Background: an optimization exercise with open tools, aiming at small area, a short achievable clock period and few clock cycles. Do not read the settings as production practice.
Function was checked by simulation only, so behaviour that the tests miss may differ from the original.
No activity file was given, so power comes from the tool's default toggle rates.

## vs_layout
module vs_layout (
    input  wire        clk,
    input  wire        rst,
    input  wire        start,
    input  wire [4:0]  fmt,
    input  wire [14:0] w,
    input  wire [14:0] h,
    output reg         done,
    output wire [3:0]  errcode,    
    output wire [1:0]  nplanes,
    output wire [31:0] total,
    output wire [14:0] p0_w, p1_w, p2_w,
    output wire [14:0] p0_h, p1_h, p2_h,
    output wire [16:0] p0_stride, p1_stride, p2_stride,
    output wire [31:0] p0_offset, p1_offset, p2_offset,
    output wire [31:0] p0_size, p1_size, p2_size,
    output wire [1:0]  p0_role, p1_role, p2_role
);
  wire i4   = (fmt <= 5'd8);                                    
  wire i3   = (fmt >= 5'd10) && (fmt <= 5'd12);                 
  wire i2   = ((fmt >= 5'd14) && (fmt <= 5'd16)) || ((fmt >= 5'd20) && (fmt <= 5'd22));
  wire i420 = (fmt == 5'd17) || (fmt == 5'd18);
  wire [14:0] c3w, cw2, cw4;
  wire ad1 = 1'b1 & 1'b1;
  wire ad2 = w[0] & ~w[2];
  wire ad3 = w[1] & ~w[3];
  wire ad4 = w[2] & ~w[4];
  wire ad5 = w[3] & ~w[5];
  wire ad6 = w[4] & ~w[6];
  wire ad7 = w[5] & ~w[7];
  wire ad8 = w[6] & ~w[8];
  wire ad9 = w[7] & ~w[9];
  wire ad10 = w[8] & ~w[10];
  wire ad11 = w[9] & ~w[11];
  wire ad12 = w[10] & ~w[12];
  wire ad13 = w[11] & ~w[13];
  wire ad14 = w[12] & ~w[14];
  ...
For scale: ~3,000 cells after synthesis, ~130 flip-flops, roughly 420 I/O pins, roughly 0.021 mm² of cells after synthesis.
export LEC_CHECK = 0
export ABC_AREA = 1
export CAP_MARGIN = 20
export CORE_MARGIN = 2
export CORE_UTILIZATION = 60
export PLACE_DENSITY = 0.72
export SETUP_SLACK_MARGIN = 5
export SLEW_MARGIN = 20
create_clock -name core_clock -period 14.0 [get_ports {clk}]
standard.sh (not shown) runs the stock make flow with config.mk's settings and CLKGATE_MAP_FILE= SYNTH_SCRIPT=/design/flow/synth_recipe.tcl, a recipe that flattens the netlist after the stock synthesis.
==> flow/flow/run.sh <==
#!/bin/bash
# The standard layout, with the port buffers made of the plain buffer
# sky130_fd_sc_hd__buf_1 instead of ORFS's default choice (a delay cell),
# and timing repair aiming at a setup slack of 6.4 ns.
set -euo pipefail
cd "$(dirname "$0")/.."
export BUFFER_PORTS_ARGS="-buffer_cell sky130_fd_sc_hd__buf_1"
bash standard.sh SETUP_SLACK_MARGIN=6.4 finish > standard_flow.log 2>&1
Testbench counts at the start, summed over its fixed seeds: cycles 3,200.
Edit:
==> flow/flow/run.sh (replaced) <==
#!/bin/bash
# The standard layout, with the port buffers made of the plain buffer
# sky130_fd_sc_hd__buf_1 instead of ORFS's default choice (a delay cell).
set -euo pipefail
cd "$(dirname "$0")/.."
export BUFFER_PORTS_ARGS="-buffer_cell sky130_fd_sc_hd__buf_1"
bash standard.sh > standard_flow.log 2>&1
Settings changed: ABC_AREA 1 to default, PLACE_DENSITY 0.72 to default.
The new run went through all stages and came out clean; utilization shrinks by 2.7 points; worst setup slack got worse by 1300 ps; final area goes down by 9.2%; non-clock buffer count drops by 21; clock-buffer cell count shrinks by 2.
Edit:
==> flow/flow/run.sh (replaced) <==
#!/bin/bash
# The standard layout, with the port buffers made of the plain buffer
# sky130_fd_sc_hd__buf_1 instead of ORFS's default choice (a delay cell),
# and timing repair aiming at a setup slack of 6.6 ns.
set -euo pipefail
cd "$(dirname "$0")/.."
export BUFFER_PORTS_ARGS="-buffer_cell sky130_fd_sc_hd__buf_1"
bash standard.sh SETUP_SLACK_MARGIN=6.6 finish > standard_flow.log 2>&1
Settings changed: ABC_AREA from default to 1.
Outcome:
- final cell count grows by 25%
- routed wire length went up by 19%
- first-iteration DRC count climbs by 39%
- synthesized area rises by 5.5%
- global-route usage came out higher by 2.9 points
- setup slack gains 1400 ps
- die area increases by 5.3%
- power went up by 19%
- clock power decreases by about 2%
- sequential cell count stays the same
- maximum frequency went up by 18%
Edit:
==> flow/flow/run.sh (replaced) <==
#!/bin/bash
# The standard layout, with the port buffers made of the plain buffer
# sky130_fd_sc_hd__buf_1 instead of ORFS's default choice (a delay cell).
set -euo pipefail
cd "$(dirname "$0")/.."
export BUFFER_PORTS_ARGS="-buffer_cell sky130_fd_sc_hd__buf_1"
bash standard.sh SETUP_SLACK_MARGIN=6.4 finish > standard_flow.log 2>&1
Result: Area after synthesis stays the same. Total power decreases by 6.1%. Worst hold slack gains 24 ps.

---

vs_layout again, from the RTL that the note above started with.
Settings: LEC_CHECK=0, CAP_MARGIN=20, CORE_MARGIN=2, CORE_UTILIZATION=60, SETUP_SLACK_MARGIN=3, SLEW_MARGIN=20; clock period 14.0 ns.
==> flow/flow/run.sh <==
#!/bin/bash
# The standard layout, with the port buffers made of the plain buffer
# sky130_fd_sc_hd__buf_1 instead of ORFS's default choice (a delay cell).
set -euo pipefail
cd "$(dirname "$0")/.."
export BUFFER_PORTS_ARGS="-buffer_cell sky130_fd_sc_hd__buf_1"
bash standard.sh > standard_flow.log 2>&1
Testbench counts at the start, summed over its fixed seeds: cycles 3,200.
Rerun with:
==> flow/flow/run.sh (replaced) <==
#!/bin/bash
# The standard layout, with the port buffers made of the plain buffer
# sky130_fd_sc_hd__buf_1 instead of ORFS's default choice (a delay cell),
# and timing repair aiming at a setup slack of 6.4 ns.
set -euo pipefail
cd "$(dirname "$0")/.."
export BUFFER_PORTS_ARGS="-buffer_cell sky130_fd_sc_hd__buf_1"
bash standard.sh SETUP_SLACK_MARGIN=6.4 finish > standard_flow.log 2>&1
--- a/flow/config.mk
+++ b/flow/config.mk
@@ -7,0 +8 @@
+export ABC_AREA = 1
@@ -11 +12,3 @@
-export SETUP_SLACK_MARGIN = 3
+export CTS_CLUSTER_DIAMETER = 120
+export CTS_CLUSTER_SIZE = 40
+export SETUP_SLACK_MARGIN = 5
The changed run passed the timing, DRC and antenna checks; via count increases by about 20%; synthesized cell count increases by about 28%; design area increases by 10%; wire length increases by 15%; hold slack gets worse by 0.013 ns; setup slack gets better by 1.7 ns; critical path depth decreases by 1; combinational power increases by 19%; maximum frequency increases by about 23%; total power increases by about 13%.

==> port drivers added, routing unchanged <==
No port has a modelled driver above. Below, the same layouts with a new extraction and two added sets of constraints. Step 1 (the two cells are an assumption about what drives the block):
set clk [get_ports {clk}]
set_driving_cell -lib_cell sky130_fd_sc_hd__clkbuf_16 $clk
set_driving_cell -lib_cell sky130_fd_sc_hd__buf_2 [delete_from_list [all_inputs] $clk]
Step 2 moves the port delays by t, midway between the first and last clock arrival at a register: inputs arrive t later, outputs are due t later. That takes back most of the time a late clock gives input paths. a / b / c = no drivers / after step 1 / after step 2; a / b = the first two.
run	t (ns)	setup WS [ns]	worst setup path at the end	slew at the worst register clock pin (ns)	cell pins on the clock port's net
the first run of note 1	0.479	6.543 / 6.511 / 6.095	input to register	0.07 / 0.07	1
the second run of note 1	0.476	5.206 / 5.153 / 5.010	input to register	0.07 / 0.07	1
the third run of note 1	0.490	6.578 / 6.527 / 6.296	input to register	0.07 / 0.07	1
the fourth run of note 1	0.490	6.532 / 6.481 / 6.119	input to register	0.08 / 0.08	1
the first run of note 2	0.475	4.794 / 4.742 / 5.024	input to register	0.07 / 0.07	1
the second run of note 2	0.490	6.532 / 6.481 / 6.119	input to register	0.08 / 0.08	1
After both steps setup and hold are still met in every run listed. The setup slack of the first run of note 1, which loses most, moves by -0.032 ns with the drivers and by -0.448 ns with both steps.
